What follows belongs to an exercise in optimizing a design on an open flow for small area and few clock cycles; a production flow would make more cautious choices.
Function was checked by simulation only, so behaviour that the tests miss may differ from the original.
Power is estimated from default activity; no workload was simulated.

`design.v`:
```
module fshv (
    input  wire        clk,
    input  wire        rst,
    input  wire        cmd_valid,
    input  wire [7:0]  cmd,
    output wire        cmd_ready,
    input  wire [15:0] store_len,
    output wire        rd_req,
    output wire [15:0] rd_addr,
    input  wire        rd_ack,
    input  wire [7:0]  rd_data,
    output wire        out_valid,
    output wire [2:0]  out_kind,
    output wire [7:0]  out_class,
    output wire [7:0]  out_id,
    output wire [15:0] out_len,
    output wire [15:0] out_pos,
    output wire [15:0] out_expected,
    output wire [15:0] out_got,
    output wire [15:0] cursor,
    output reg         commit_valid,
    output wire [15:0] commit_count,
    output reg         err_illegal_cmd,
    output reg         err_cursor
);
    localparam [7:0]  P_SYNC1   = 8'hB5;
    localparam [7:0]  P_SYNC2   = 8'h62;
    localparam [10:0] P_MAX_LEN = 11'd1240;
    localparam [7:0] CMD_SCAN   = 8'h01;
    localparam [7:0] CMD_COMMIT = 8'h02;
    localparam [1:0] KD_NONE = 2'b00;
    localparam [1:0] KD_OK   = 2'b01;
    localparam [1:0] KD_MIS  = 2'b10;
    localparam [1:0] KD_NEED = 2'b11;
    reg        busy;      
    reg        inf;       
    reg [15:0] m;         
    reg [10:0] o;         
    reg [1:0]  kd;
    reg        herr;
    reg [7:0]  cls_n;
    reg [7:0]  id_n;
    reg [10:0] len_n;
    reg [7:0]  ck_a_n;
    reg [7:0]  ck_b_n;
    wire [10:0] len = ~len_n;
    reg [7:0]  rx_a_n;
    reg [7:0]  rx_b_n;    
    reg        got_a;     
    reg        sh_p;      
    reg        sh_f;      
    reg [2:0]  q_hi;
    wire [10:0] q = {q_hi, rx_b_n};
    function [15:0] add16;
        input [15:0] x;
        input [15:0] y;
        integer k;
        reg c;
        begin
            c = 1'b0;
            for (k = 0; k < 16; k = k + 1) begin
                add16[k] = x[k] ^ y[k] ^ c;
                c = (x[k] & y[k]) | (c & (x[k] ^ y[k]));
            end
        end
    endfunction
    function [7:0] add8;
        input [7:0] x;
        input [7:0] y;
        integer k;
        reg c;
        begin
            c = 1'b0;
            for (k = 0; k < 8; k = k + 1) begin
                add8[k] = x[k] ^ y[k] ^ c;
                c = (x[k] & y[k]) | (c & (x[k] ^ y[k]));
            end
        end
    endfunction
    function [7:0] add8c;
        input [7:0] x;
        input [7:0] y;
        integer k;
        reg c;
        begin
            c = 1'b1;
            for (k = 0; k < 8; k = k + 1) begin
                add8c[k] = x[k] ^ y[k] ^ c;
                c = (x[k] & y[k]) | (c & (x[k] ^ y[k]));
            end
        end
    endfunction
    function [10:0] inc11;
        input [10:0] x;
        integer k;
        reg c;
        begin
            c = 1'b1;
            for (k = 0; k < 11; k = k + 1) begin
                inc11[k] = x[k] ^ c;
                c = c & x[k];
            end
        end
    endfunction
    wire is_mis = (kd == KD_MIS);
    wire show   = (kd[1] ^ kd[0]) & ~herr;
    assign out_valid = herr | (kd != KD_NONE);
    assign out_kind  = {herr, kd & {2{~herr}}};
    wire [10:0] cur_o = inf ? 11'd0 : is_mis ? 11'd2 : o;
    wire [10:0] b_o   = busy ? o : cur_o;
    wire [15:0] addr  = add16(m, {5'd0, b_o});
    assign cursor       = addr;
    assign commit_count = addr;
    assign rd_addr      = addr;
    reg cmp;
    integer i;
    always @* begin
        cmp = busy;
        for (i = 0; i < 16; i = i + 1)
            cmp = (addr[i] & ~store_len[i]) | ((addr[i] | ~store_len[i]) & cmp);
    end
    wire at_end = cmp;
    wire past   = cmp;
    assign rd_req = busy & ~at_end;
    assign cmd_ready = ~rst & ~busy & ~commit_valid;
    assign out_class    = ~(cls_n | {8{~show}});
    assign out_id       = ~(id_n | {8{~show}});
    assign out_len      = {5'd0, ~(len_n | {11{~show}})};
    assign out_pos      = show ? m : 16'd0;
    assign out_expected = ~({rx_b_n, rx_a_n} | {16{~show}});
    assign out_got      = ~({ck_b_n, ck_a_n} | {16{~show}});
    wire [7:0] b = rd_data;
    wire b_s1 = (b == P_SYNC1);
    wire b_s2 = (b == P_SYNC2);
    wire [10:0] o_inc = inc11(o);
    wire o_is1  = (o == 11'd1);
    wire o_hdr  = (o[10:3] == 8'd0) & ~(o[2] & o[1]);      
    reg [11:0] len6;
    reg        c6;
    integer j;
    always @* begin
        len6[0] = len[0];
        len6[1] = ~len[1];
        c6      = len[1];
        len6[2] = len[2] ^ ~c6;
        c6      = len[2] | c6;
        for (j = 3; j < 11; j = j + 1) begin
            len6[j] = len[j] ^ c6;
            c6      = len[j] & c6;
        end
        len6[11] = c6;
    end
    wire o_cka  = ({1'b0, o} == len6);
    wire [7:0] ck_a_n_next = add8c(ck_a_n, ~b);
    wire [7:0] ck_b_n_next = add8c(ck_b_n, ck_a_n_next);
    wire [15:0] len_full = {b, len[7:0]};
    wire oversize = (len_full > {5'd0, P_MAX_LEN});
    wire [10:0] resume = sh_p ? q : o;
    always @(posedge clk) begin
        if (rst) begin
            busy            <= 1'b0;
            inf             <= 1'b0;
            m               <= 16'd0;
            o               <= 11'd0;
            herr            <= 1'b0;
            kd              <= KD_NONE;
            commit_valid    <= 1'b0;
            err_illegal_cmd <= 1'b0;
            err_cursor      <= 1'b0;
        end else if (commit_valid) begin
            commit_valid <= 1'b0;
            m            <= 16'd0;
            if (!inf || err_cursor) begin
                o   <= 11'd0;
                inf <= 1'b0;
            end
            herr         <= 1'b0;
            kd           <= KD_NONE;
        end else if (!busy) begin
            if (cmd_valid) begin
                case (cmd)
                    CMD_SCAN: begin
                        if (past) begin
                            err_cursor <= 1'b1;
                            herr       <= 1'b1;
                            if (inf) begin
                                inf <= 1'b0;
                                o   <= 11'd0;
                            end else if (is_mis) begin
                                o   <= 11'd2;
                            end
                        end else begin
                            busy <= 1'b1;
                            herr <= 1'b0;
                        end
                    end
                    CMD_COMMIT: commit_valid <= 1'b1;
                    default:    err_illegal_cmd <= 1'b1;
                endcase
            end
        end else if (at_end) begin
            busy <= 1'b0;
            kd   <= KD_NEED;
        end else if (rd_ack) begin
            if (!inf) begin
                m <= addr;
                o <= 11'd1;
                if (b_s1) begin
                    inf  <= 1'b1;
                    sh_p <= 1'b0;
                    sh_f <= 1'b0;
                end
            end else begin
                if (!o_is1 && !sh_f) begin
                    if (sh_p) begin
                        if (b_s2) sh_f <= 1'b1;
                        else      sh_p <= 1'b0;
                    end else if (b_s1) begin
                        sh_p   <= 1'b1;
                        q_hi   <= o[10:8];
                        rx_b_n <= o[7:0];
                    end
                end
                o <= o_inc;
                if (o_is1) begin
                    ck_a_n <= 8'hff;
                    ck_b_n <= 8'hff;
                    got_a <= 1'b0;
                    if (!b_s2) inf <= 1'b0;
                end else if (o_hdr) begin
                    ck_a_n <= ck_a_n_next;
                    ck_b_n <= ck_b_n_next;
                    case (o[1:0])
                        2'd2: cls_n <= ~b;
                        2'd3: id_n  <= ~b;
                        2'd0: len_n[7:0] <= ~b;
                        default: begin
                            len_n[10:8] <= ~b[2:0];
                            if (oversize) begin
                                inf <= 1'b0;
                                o   <= resume;
                            end
                        end
                    endcase
                end else if (got_a) begin
                    rx_b_n <= ~b;
                    busy   <= 1'b0;
                    inf    <= 1'b0;
                    if ({~b, rx_a_n} == {ck_b_n, ck_a_n}) begin
                        kd <= KD_OK;
                    end else begin
                        kd <= KD_MIS;
                        o  <= resume;
                    end
                end else if (o_cka) begin
                    rx_a_n <= ~b;
                    got_a  <= 1'b1;
                end else begin
                    ck_a_n <= ck_a_n_next;
                    ck_b_n <= ck_b_n_next;
                end
            end
        end
    end
endmodule
```
`flow/run.sh`:
```
#!/bin/bash
# The standard layout (the standard.sh: standard synthesis, floorplan, place,
# CTS, route, finish) with two changes to how cells are chosen:
#  - the port buffers that global placement inserts are made of the smallest
#    buffer cell, sky130_fd_sc_hd__buf_1, instead of the cell buffer_ports picks
#    by default (every input and output port still gets its own buffer);
#  - clock tree synthesis runs with ORFS's own arguments (sink clustering,
#    clock net repair, the cluster size and buffer list of config.mk) but
#    without dummy loads on the leaf nets.
# The whole make output goes to standard_flow.log here; ORFS's per-step logs
# stay under orfs/logs/.
set -euo pipefail
CTS="-sink_clustering_enable -repair_clock_nets -sink_clustering_size 14 -sink_clustering_max_diameter 300"
CTS="$CTS -buf_list sky130_fd_sc_hd__clkbuf_8 -dont_use_dummy_load"
bash standard.sh "BUFFER_PORTS_ARGS=-buffer_cell sky130_fd_sc_hd__buf_1" \
    "CTS_ARGS=$CTS" finish > standard_flow.log 2>&1
```
`standard.sh`:
```
#!/bin/bash
# synth_recipe.tcl (not shown) runs the flow's synth.tcl, then flattens the netlist and writes it again
# the make line also repeats each setting of config.mk as NAME=value (left out here)
make -C /OpenROAD-flow-scripts/flow DESIGN_CONFIG=/design/flow/config.mk WORK_HOME=/design/flow/orfs CLKGATE_MAP_FILE= SYNTH_SCRIPT=/design/flow/synth_recipe.tcl "${@:-finish}"
```
`config.mk`:
```
export PLATFORM = sky130hd
export DESIGN_NAME = fshv
export DESIGN_NICKNAME = fshv
export VERILOG_FILES = /design/flow/design.v
export SDC_FILE = /design/flow/constraint.sdc
export NUM_CORES = 4
export LEC_CHECK = 0
export CAP_MARGIN = 20
export CORE_MARGIN = 2
export CORE_UTILIZATION = 60
export CTS_BUF_LIST = sky130_fd_sc_hd__clkbuf_8
export CTS_CLUSTER_DIAMETER = 300
export CTS_CLUSTER_SIZE = 14
export SLEW_MARGIN = 20
```
`constraint.sdc`:
```
create_clock -name core_clock -period 10.0 [get_ports {clk}]
set_input_delay 2.0000 -clock core_clock [delete_from_list [all_inputs] [get_ports {clk}]]
set_output_delay 2.0000 -clock core_clock [all_outputs]
set_load 0.01 [all_outputs]
```
==> impl_results.md, run 1 <==
- Status: timing/DRC/antenna clean
- Simple-gate share of the synthesized area: 0.169
- # setup viols final: 0
- Critical path arrival: 7.53 ns
- Tcrit/Tclk final: 0.953
- Final nets: 898
- Top achievable clock speed: roughly 0.10 GHz
- Area grow syn2layout: 9.37%
- Tightest Pin Transition: 0.892 ns
- Max-cap violation count: 0
- Hold Path Class: flip-flop to flip-flop
- Register name with the most flops: m
- Gr usage total: 0.284
- Routed Antenna Nets: 0
- Synthesized cell area: between 6000 and 7000 sq um
- First-pass iteration count of the detailed router: 5
- Num Clock Sinks: 100
- Initial DRC count: 402
- Cell area power density: around 100 nW/um^2
- Root Driver: clkbuf_8
- Syn Area/Cell: around 9.4 sq um
- Post-layout minimum cycle time: around 9.5 ns
- Buf/Inv on CP: 5
- Placed cell area: a little under 7000 sq um
- Vias in the first global route: between 5k and 6k
- CTS tree: done
- Ys Warns: 1
- Worst stage delay on the critical path: roughly 0.45 ns
- Worst Path Required: ~8 ns
- # hold bufs at CTS: 0
- Die span in y: roughly 110 um
- Cell mode on critical path: fa_1
- Worst-Skew Late Latency: roughly 0.39 ns
- Routability cong.: roughly 0.87
- Synthesized instance count: a little under 700
- Boundary pin count: 173
- WL/cell: around 17 um
- Setup Crit Path Kind: flip-flop to output pin
- Pleak: around 2.8 nW
- Number of CTS-inserted buffers: 9
- Setup TNS: 0 ns
- RSZ-0062 raised after global routing: false
- Htree depth: 3
- Max VDD drop: 0.0778 mV
- Ys async rst share: 0
- Crit end category: output pin
- Rel. slew slack: 0.403
- Critical path launch point type: flip-flop
- Library cells used by synthesis: between 60 and 70
- Layout Skew: approximately 0.030 ns
- Delay-heaviest family, CP: adder cells
- DRT Wirelength: 16100 um
- Primary FF master, synth: edfxtp_1
- Mux cell area share after synthesis: 0.0292
- Final Util: 0.682
- Die extent in x: ~110 um
- Largest net degree at the start of global routing: 47
- First-pass GRT wire length: between 20000 and 30000 um
- Grt ovf: 0
- Largest register FFs: 16
- CTS max path bufs: 2
- Largest family of logic cells by synthesized area: simple AND/OR/NAND/NOR gates
- Full die area: 11600 sq um
- XOR/XNOR Fraction of Synth Area: 0.0461
- Critical path peak fanout: 5
- Max Slew Vio Count: 0
- Post-DP HPWL: 12100 um
- Initial antenna violation count: 0
- Post-synthesis sequential area ratio: 0.410
- # rows: 37
- DRC: 0
- CP max-delay cell: fa_1
- Layout cell share with drive strength beyond 1: 0.0471
- Port Buffer Count: around 170
- Largest regs: m: 16 flops, len_n: 11 flops, o: 11 flops
- Post-synthesis register bit count: 100
- Core Region: ~10000 sq um
- Initial Util: 0.623
- Clock-pin slew on the worst setup and hold paths: approximately 0.070 ns
- EDFF count, synth: 65
- Final hold vios: 0
- Vias: between 5k and 6k
- DR vias/cell: between 5 and 6
- Synth Area in Compound Gates: 0.110
- Synth Area in Adders: 0.130
- Final Cell Area: 7070 sq um
- Antenna diode count: 0
## layout make-up
type | count | area [sq um]
repair buffers | 176 | 696
inverters | 70 | 263
well taps | 136 | 170
fillers | 868 | 3300
flip-flops and latches | 100 | 2650
clock buffers | 9 | 124
multi-input cells | 452 | 3160
## Yosys cell counts, drive strengths merged, types with 2 or more instances
library cell / count / share of area
nand3: 12 / 0.0093
or2: 2 / 0.0019
nor4: 12 / 0.014
o2bb2ai: 9 / 0.012
dfxtp: 35 / 0.11
a21oi: 29 / 0.025
clkbuf: 21 / 0.012
o2111ai: 5 / 0.0068
ha: 31 / 0.060
o31ai: 5 / 0.0066
a22oi: 2 / 0.0023
xnor2: 15 / 0.020
o22ai: 3 / 0.0029
nand2: 43 / 0.025
xor2: 19 / 0.026
nand4: 4 / 0.0039
nor2: 126 / 0.073
a311oi: 3 / 0.0041
o21ai: 8 / 0.0062
mux2i: 11 / 0.017
or3: 2 / 0.0019
nand2b: 8 / 0.0077
and2: 14 / 0.014
nor2b: 7 / 0.0068
edfxtp: 65 / 0.30
o21a: 2 / 0.0025
mux2: 7 / 0.012
a31oi: 6 / 0.0058
and3: 3 / 0.0031
fa: 22 / 0.068
a211oi: 14 / 0.016
buf: 48 / 0.052
inv: 70 / 0.041
a222oi: 2 / 0.0031
nor3: 3 / 0.0023
## worst reg2reg max path, delay by kind of cell, from the launching register on
kind	cells	cell delay [ns]
compound gates	4	0.84
fa+ha+maj	15	5.01
buf+inv	6	0.82
flops	1	0.33
simple gates	6	1.01
## path summary, 6_finish.rpt
check | startpoint | end | slack [ns] | depth (start not counted)
max | kd[0] | rd_req | 0.47 | 28
min | err_illegal_cmd | err_illegal_cmd | 0.48 | 2
max reg2reg | kd[0] | rx_a_n[6] | 1.68 | 31
min reg2reg | err_illegal_cmd | err_illegal_cmd | 0.48 | 2
## cells in the final DEF (no fill, tap or decap), types with 11 or more instances in the layout
master and n:
a211oi_1 14, a21oi_1 27, and2_1 14, buf_1 166, dfxtp_1 35, edfxtp_1 65, fa_1 22, ha_1 31
inv_1 69, mux2i_1 11, nand2_1 43, nand3_1 12, nor2_1 126, xnor2_1 15, xor2_1 19
## power by group
part | total (mW) | internal, mW | switching, mW
combinational | 0.0418 | 0.0140 | 0.0278
clock | 0.212 | 0.0811 | 0.131
sequential | 0.439 | 0.439 | 0.000184
## routing by layer
layer,GRT usage,up-vias,part of all wire
li1,-,2520,-
met1,0.380,2511,0.43
met2,0.477,236,0.48
met3,0.0454,24,0.070
met4,0.0888,0,0.018
met5,0,-,0
## metrics by stage
step	power, mW	setup slack (ns)	hold slack [ns]	std cells
4_1_cts	0.696	0.297	0.482	941
2_1_floorplan	0.475	1.31	0.406	691
6_report	0.694	0.470	0.480	943
3_5_place_dp	0.490	0.737	0.466	932
3_3_place_gp	0.489	0.926	0.450	932
5_1_grt	0.714	0.0100	0.517	943
## kinds of logic after synthesis
| family | Yosys count |
|---|---|
| fa+ha+maj | 54 |
| flops | 100 |
| buf+inv | 139 |
| xor+xnor | 34 |
| mux | 18 |
| compound gates | 100 |
| other cells | 1 |
| simple gates | 241 |
## what timing repair did
| item | in CTS | in global routing |
|---|---|---|
| buffers inserted | 0 | 2 |
| gates resized for setup | 0 | 3 |
| setup endpoints to repair | 0 | 1 |
| hold endpoints to repair | 0 | 0 |
Testbench counts, summed over its fixed seeds: cycles 133,836.
==> run 2: changes to the inputs <==
==> run.sh (new file) <==
#!/bin/bash
# synth_recipe.tcl (not shown) runs the flow's synth.tcl, then flattens the netlist and writes it again
# the make line also repeats each setting of config.mk as NAME=value (left out here)
make -C /OpenROAD-flow-scripts/flow DESIGN_CONFIG=/design/flow/config.mk WORK_HOME=/design/flow/orfs CLKGATE_MAP_FILE= SYNTH_SCRIPT=/design/flow/synth_recipe.tcl finish
--- a/config.mk
+++ b/config.mk
@@ -9,6 +9,5 @@
 export CORE_MARGIN = 2
 export CORE_UTILIZATION = 60
 export CTS_BUF_LIST = sky130_fd_sc_hd__clkbuf_8
-export CTS_CLUSTER_DIAMETER = 300
-export CTS_CLUSTER_SIZE = 14
+export CTS_CLUSTER_SIZE = 10
 export SLEW_MARGIN = 20
removed: flow/run.sh
removed: standard.sh
==> impl_results.md, run 2 <==
- Final nets: 897 (-0.11%)
- Commonest non-fill, non-tap cells in the layout: 166 x clkdlybuf4s50_1, 126 x nor2_1, 70 x inv_1
- Initial Util: 0.623 (unchanged)
- Critical path arrival: 7.58 ns (+0.05 ns)
- First-pass GRT wire length: 27500 um (+7.2%)
- Largest register FFs: 16 (unchanged)
- CTS max path bufs: 2 (unchanged)
- Worst stage delay on the critical path: 0.44 ns (about the same)
- Ys async rst share: 0 (unchanged)
- Initial DRC count: 500 (+24%)
- Register name with the most flops: m
- Post-synthesis sequential area ratio: 0.410 (unchanged)
- Fillers: 683 (-21%)
- # hold bufs at CTS: 0 (unchanged)
- Status: timing/DRC/antenna clean
- Buf/Inv on CP: 5 (unchanged)
- Rel. slew slack: 0.386 (-0.0172)
- Layout cell share with drive strength beyond 1: 0.0541 (+0.00703)
- Clock-pin slew on the worst setup and hold paths: 0.09 ns (+0.02 ns)
- Delay-heaviest family, CP: adder cells
- Pleak: 3.25 nW (+15%)
- Max VDD drop: 0.0902 mV (+16%)
- Boundary pin count: 173 (unchanged)
- Gr usage total: 0.304 (+0.0193)
- Port Buffer Count: 167 (unchanged)
- Pre-CTS setup slack: 0.321 ns (-0.416 ns)
- Met1 WL: 7010 um (+0.55%)
- Post-layout minimum cycle time: 9.58 ns (+0.0453 ns)
- Crit end category: output pin
- Max Slew Vio Count: 0 (unchanged)
- Tightest Pin Transition: 0.918 ns (+0.0257 ns)
- Root Driver: clkbuf_8
- CP max-delay cell: fa_1
- Full die area: 11600 sq um (unchanged)
- Final hold vios: 0 (unchanged)
- Ys Warns: 1 (unchanged)
- Initial antenna violation count: 0 (unchanged)
- Routed Antenna Nets: 0 (unchanged)
- Num Clock Sinks: 100 (unchanged)
- Commonest non-fill, non-tap cell in the layout: clkdlybuf4s50_1
- Tcrit/Tclk final: 0.958 (+0.00453)
- Detail Route met2 WL: 8430 um (+9.2%)
- Hold Path Class: flip-flop to flip-flop
- Vias: 5401 (+2.1%)
- Largest net degree at the start of global routing: 48 (+2.1%)
- # rows: 37 (unchanged)
- Setup TNS: 0 ns (unchanged)
- Largest regs: m: 16 flops, len_n: 11 flops, o: 11 flops
- RSZ-0062 raised after global routing: false
- Highest routed metal layer: met4
- Number of CTS-inserted buffers: 9 (unchanged)
- Antenna diode count: 0 (unchanged)
- Reg2reg setup slack: 1.28 ns (-0.40 ns)
- Hold WS: 0.489 ns (+0.00953 ns)
- Critical path peak fanout: 5 (unchanged)
- Max-cap violation count: 0 (unchanged)
- Count leader, synth: nor2_1
- Cell area power density: 94.0 nW/um^2 (-4.2%)
- Htree depth: 3 (unchanged)
- Primary FF master, synth: edfxtp_1
- Ranking of synthesized cells by area: edfxtp_1 30%, dfxtp_1 11%, nor2_1 7.3%
- Top achievable clock speed: 0.104 GHz (-0.47%)
- Worst-Skew Late Latency: 0.38 ns (about the same)
- # setup viols final: 0 (unchanged)
- Area grow syn2layout: 26.7%
- Vias in the first global route: 5390 (+7.6%)
- WL/cell: 18.2 um (+6.9%)
- WL met3: 1440 um (+28%)
- EDFF count, synth: 65 (unchanged)
- Grt ovf: 0 (unchanged)
- CTS tree: done
- Register Area: 2650 sq um (unchanged)
- Worst Path Required: 8.00 ns (about the same)
- Setup Crit Path Kind: flip-flop to output pin
- Post-synthesis register bit count: 100 (unchanged)
- Dominant cell type by area after synthesis: edfxtp_1
- Multi-input logic area: 3170 sq um (+0.16%)
- Layout Skew: 0.0135 ns (-0.0168 ns)
- Synthesized cell area: 6460 sq um (unchanged)
- Syn Area/Cell: 9.41 sq um (unchanged)
- Die extent in x: 108 um (unchanged)
- First-pass iteration count of the detailed router: 5 (unchanged)
- Routability cong.: 0.901 (+3.1%)
- Die span in y: 108 um (unchanged)
- Post-synth top cells: 126 x nor2_1, 69 x inv_1, 65 x edfxtp_1
- DR vias/cell: 5.69 (+1.4%)
- Top cell type's share of synthesized area: 0.302 (unchanged)
- Post-DP HPWL: 12800 um (+6.0%)
- Critical path launch point type: flip-flop
- DRC: 0 (unchanged)
- Cell mode on critical path: fa_1
- Core Region: 10400 sq um (unchanged)
- Worst setup margin: 0.425 ns (-0.0453 ns)
- Synthesized instance count: 687 (unchanged)
- Library cells used by synthesis: 66 (unchanged)
- DRT Wirelength: 17300 um (+7.6%)
==> run 2: cell counts after synthesis <==
Identical to the previous run, type by type.
==> run 2: power breakdown <==
group,switching (mW),internal [mW],leakage (nW)
Clock,0.157,0.120,0.105
Sequential,0.000187,0.439,0.866
Combinational,0.0288,0.0241,2.28
Total,0.186,0.584,3.25
==> run 2: metrics by stage <==
stage,power (mW),cells,utilization,cell area [sq um]
detailed placement,0.501,931,0.767,7960
global placement,0.499,931,0.767,7960
global route,0.786,949,0.789,8190
finish,0.769,949,0.789,8190
floorplan,0.475,691,-,6480
CTS,0.768,948,0.788,8170
==> run 2: kinds of logic (layout without fill, tap and decap cells) <==
group                    Yosys count  after routing  synth area share
multiplexers                      18             18            0.0292
adder cells (fa/ha/maj)           54             54             0.130
buffers and inverters            139            261             0.105
AND/OR/NAND/NOR                  241            241             0.169
AO/OA/AOI/OAI                    100            100             0.110
XOR/XNOR                          34             34            0.0461
other                              1              5          0.000580
flip-flops                       100            100             0.410
==> run 2: layer usage <==
metal,global-route usage,vias to the layer above
met5,0,-
met4,0.129,0
met3,0.0605,36
met2,0.504,293
met1,0.387,2545
li1,-,2527
==> run 2: worst paths after layout <==
path                   startpoint              end  depth (start not counted)
setup / recovery            kd[0]           rd_req                         27
hold / removal    err_illegal_cmd  err_illegal_cmd                          2
setup reg to reg            kd[0]        rx_a_n[6]                         30
hold reg to reg   err_illegal_cmd  err_illegal_cmd                          2
==> run 2: timing repair <==
action | CTS | global route
pin swaps | 2 | 1
buffers inserted | 1 | 1
resized for setup | 2 | 4
hold endpoints to repair | 0 | 0
endpoints found under the setup margin | 1 | 1
==> run 2: final cells by class <==
cell class,count,share of cell area
clock inverter,7,0.00994
sequential,100,0.324
tap,136,0.0208
clock buffer,9,0.0151
timing repair buffer,175,0.211
inverter,70,0.0321
multi-input combinational,452,0.387
==> run 2: worst min-delay path: cells and delay by family (launching register included) <==
family | cells | cell delay, ns
AO/OA/AOI/OAI | 1 | 0.05
AND/OR/NAND/NOR | 1 | 0.07
flip-flops | 1 | 0.34
==> run 3: changes to the inputs <==
==> flow/run.sh (new file) <==
#!/bin/bash
# The standard layout (the standard.sh: standard synthesis, floorplan, place,
# CTS, route, finish), with the port buffers that global placement inserts made
# of the smallest buffer cell, sky130_fd_sc_hd__buf_1, instead of the cell
# buffer_ports picks by default.  Every input and output port still gets its
# own buffer.  The whole make output goes to standard_flow.log here; ORFS's
# per-step logs stay under orfs/logs/.
set -euo pipefail
bash standard.sh "BUFFER_PORTS_ARGS=-buffer_cell sky130_fd_sc_hd__buf_1" finish > standard_flow.log 2>&1
==> standard.sh (new file) <==
#!/bin/bash
# synth_recipe.tcl (not shown) runs the flow's synth.tcl, then flattens the netlist and writes it again
# the make line also repeats each setting of config.mk as NAME=value (left out here)
make -C /OpenROAD-flow-scripts/flow DESIGN_CONFIG=/design/flow/config.mk WORK_HOME=/design/flow/orfs CLKGATE_MAP_FILE= SYNTH_SCRIPT=/design/flow/synth_recipe.tcl "${@:-finish}"
removed: run.sh
==> impl_results.md, run 3 <==
- Setup TNS: 0 ns (unchanged)
- Antenna diode count: 0 (unchanged)
- WL/cell: 16.9 um (-7.4%)
- Placed cell area: 6920 sq um (-13%)
- Final Util: 0.688 (-0.101)
- Post-layout minimum cycle time: 9.49 ns (-0.0879 ns)
- Worst stage delay on the critical path: 0.44 ns (about the same)
- Initial Util: 0.623 (unchanged)
- Library cells used by synthesis: 66 (unchanged)
- Max VDD drop: 0.0995 mV (+10%)
- Setup Crit Path Kind: flip-flop to output pin
- Simple-gate share of the synthesized area: 0.169 (unchanged)
- CP max-delay cell: fa_1
- Synth Area in Adders: 0.130 (unchanged)
- Tightest Pin Transition: 0.905 ns (-0.0128 ns)
- Full die area: 11600 sq um (unchanged)
- First-pass GRT wire length: 25700 um (-6.7%)
- Grt ovf: 0 (unchanged)
- DRT Wirelength: 16000 um (-7.3%)
- Core Region: 10400 sq um (unchanged)
- Pre-CTS setup slack: 0.737 ns (+0.416 ns)
- RSZ-0062 raised after global routing: false
- # setup viols final: 0 (unchanged)
- Vias: 5299 (-1.9%)
- Rel. slew slack: 0.394 (+0.00860)
- Largest regs: m: 16 flops, len_n: 11 flops, o: 11 flops
- XOR/XNOR Fraction of Synth Area: 0.0461 (unchanged)
- First-pass iteration count of the detailed router: 5 (unchanged)
- Commonest non-fill, non-tap cell in the layout: buf_1
- Htree depth: 3 (unchanged)
- Count leader, synth: nor2_1
- Die extent in x: 108 um (unchanged)
- Final nets: 898 (+0.11%)
- Critical path peak fanout: 5 (unchanged)
- Overall power: 0.743 mW (-3.4%)
- Vias in the first global route: 5025 (-6.8%)
- Worst-Skew Late Latency: 0.38 ns (about the same)
- Delay-heaviest family, CP: adder cells
- Boundary pin count: 173 (unchanged)
- Post-synth top cells: 126 x nor2_1, 69 x inv_1, 65 x edfxtp_1
- Primary FF master, synth: edfxtp_1
- Crit end category: output pin
- Tcrit/Tclk final: 0.949 (-0.00879)
- Post-DP HPWL: 12100 um (-5.7%)
- Die span in y: 108 um (unchanged)
- Ranking of synthesized cells by area: edfxtp_1 30%, dfxtp_1 11%, nor2_1 7.3%
- # rows: 37 (unchanged)
- Critical path launch point type: flip-flop
- Largest net degree at the start of global routing: 47 (-2.1%)
- Dominant cell type by area after synthesis: edfxtp_1
- Cell mode on critical path: fa_1
- Root Driver: clkbuf_8
- Mux cell area share after synthesis: 0.0292 (unchanged)
- Buf/Inv on CP: 5 (unchanged)
- Clock-pin slew on the worst setup and hold paths: 0.11 ns (+0.02 ns)
- Hold Path Class: flip-flop to flip-flop
- Ys async rst share: 0 (unchanged)
- Largest register FFs: 16 (unchanged)
- Register name with the most flops: m
- Port Buffer Count: 167 (unchanged)
- Syn Area/Cell: 9.41 sq um (unchanged)
- Commonest non-fill, non-tap cells in the layout: 166 x buf_1, 126 x nor2_1, 69 x inv_1
- Max Slew Vio Count: 0 (unchanged)
- Worst setup margin: 0.513 ns (+0.0879 ns)
- CTS max path bufs: 2 (unchanged)
- Gr usage total: 0.284 (-0.0194)
- Ys Warns: 1 (unchanged)
- Synthesized instance count: 687 (unchanged)
- Post-synthesis sequential area ratio: 0.410 (unchanged)
- Final Cell Area: 7140 sq um (-13%)
- Status: timing/DRC/antenna clean
- Synth Area in Compound Gates: 0.110 (unchanged)
- DR vias/cell: 5.58 (-2.0%)
- Number of CTS-inserted buffers: 9 (unchanged)
- Num Clock Sinks: 100 (unchanged)
- Critical path arrival: 7.49 ns (-0.09 ns)
- DRC: 0 (unchanged)
- Top achievable clock speed: 0.105 GHz (+0.93%)
- EDFF count, synth: 65 (unchanged)
- Initial antenna violation count: 0 (unchanged)
- Final hold vios: 0 (unchanged)
- Synthesized cell area: 6460 sq um (unchanged)
- Initial DRC count: 394 (-21%)
- CTS tree: done
- Pleak: 2.86 nW (-12%)
- Post-synthesis register bit count: 100 (unchanged)
- Routability cong.: 0.873 (-3.0%)
- Layout cell share with drive strength beyond 1: 0.0553 (+0.00116)
- Top cell type's share of synthesized area: 0.302 (unchanged)
- Area grow syn2layout: 10.4%
- Max-cap violation count: 0 (unchanged)
- # hold bufs at CTS: 0 (unchanged)
- Largest family of logic cells by synthesized area: simple AND/OR/NAND/NOR gates
- Layout Skew: 0.00974 ns (-0.00379 ns)
- Routed Antenna Nets: 0 (unchanged)
- Worst Path Required: 8.00 ns (about the same)
- Cell area power density: 104 nW/um^2 (+11%)
run 3: cell counts after synthesis:
No cell type changed its count.
run 3: kinds of logic after synthesis:
logic type,after synthesis
XOR/XNOR,34
adder cells (fa/ha/maj),54
other,1
AND/OR/NAND/NOR,241
flip-flops,100
multiplexers,18
AO/OA/AOI/OAI,100
buffers and inverters,139
run 3: power by group:
| part | total, mW | leakage [nW] | switching, mW | internal, mW |
|---|---|---|---|---|
| sequential | 0.440 | 0.866 | 0.000176 | 0.439 |
| clock | 0.262 | 0.0952 | 0.164 | 0.0977 |
| combinational | 0.0417 | 1.89 | 0.0277 | 0.0141 |
run 3: metal layers:
layer,GRT usage,vias to the layer above,part of all wire
li1,-,2537,-
met1,0.382,2473,0.43
met2,0.469,269,0.48
met3,0.0539,20,0.080
met4,0.0861,0,0.015
met5,0,-,0
run 3: path summary, 6_finish.rpt:
path	startpoint	end	slack, ns	depth (start not counted)
hold reg to reg	err_illegal_cmd	err_illegal_cmd	0.49	2
setup reg to reg	kd[0]	id_n[5]	1.75	31
hold / removal	err_illegal_cmd	err_illegal_cmd	0.49	2
setup / recovery	kd[0]	rd_req	0.51	28
run 3: area by class of cell:
class,count,area [sq um]
flip-flops and latches,100,2650
clock inverters,7,65.1
inverters,70,263
multi-input cells,452,3170
clock buffers,9,124
fillers,862,3230
repair buffers,176,696
well taps,136,170
run 3: what timing repair did:
action | in CTS | in global routing
resized for setup | 0 | 4
setup buffers | 0 | 2
endpoints found under the hold margin | 0 | 0
endpoints found under the setup margin | 0 | 1
run 3: stage by stage:
stage          hold WS [ns]  std cells
2_1_floorplan         0.406        691
3_3_place_gp          0.450        932
3_5_place_dp          0.466        932
4_1_cts               0.490        948
5_1_grt               0.522        950
6_report              0.488        950
run 3: worst reg2reg max path: cells and delay by family, from the launching register on:
kind | cells | cell delay, ns
buf+inv | 5 | 0.57
compound gates | 4 | 0.84
flops | 1 | 0.35
fa+ha+maj | 15 | 4.94
simple gates | 7 | 1.21

==> afterwards: timing with drivers on the ports <==
In the flow no input, the clock included, has a driving cell. The finished layouts below were timed again as built, in two steps.
Step 1, drivers: a clkbuf_16 drives clk and a buf_2 each remaining input, both assumed.
Step 2 moves the port delays by t, midway between the first and last clock arrival at a register: inputs arrive t later, outputs are due t later. That takes back most of the time a late clock gives input paths.
a / b / c = ideal / step 1 / step 2; a / b = the first two.
run	shift t [ns]	slack for setup (ns)	pins driven straight from the clock port
run 1	0.402	0.470 / 0.438 / 0.841	1
run 2	0.407	0.425 / 0.389 / 0.796	1
run 3	0.411	0.513 / 0.479 / 0.890	1
After both steps setup and hold are still met in every run listed.
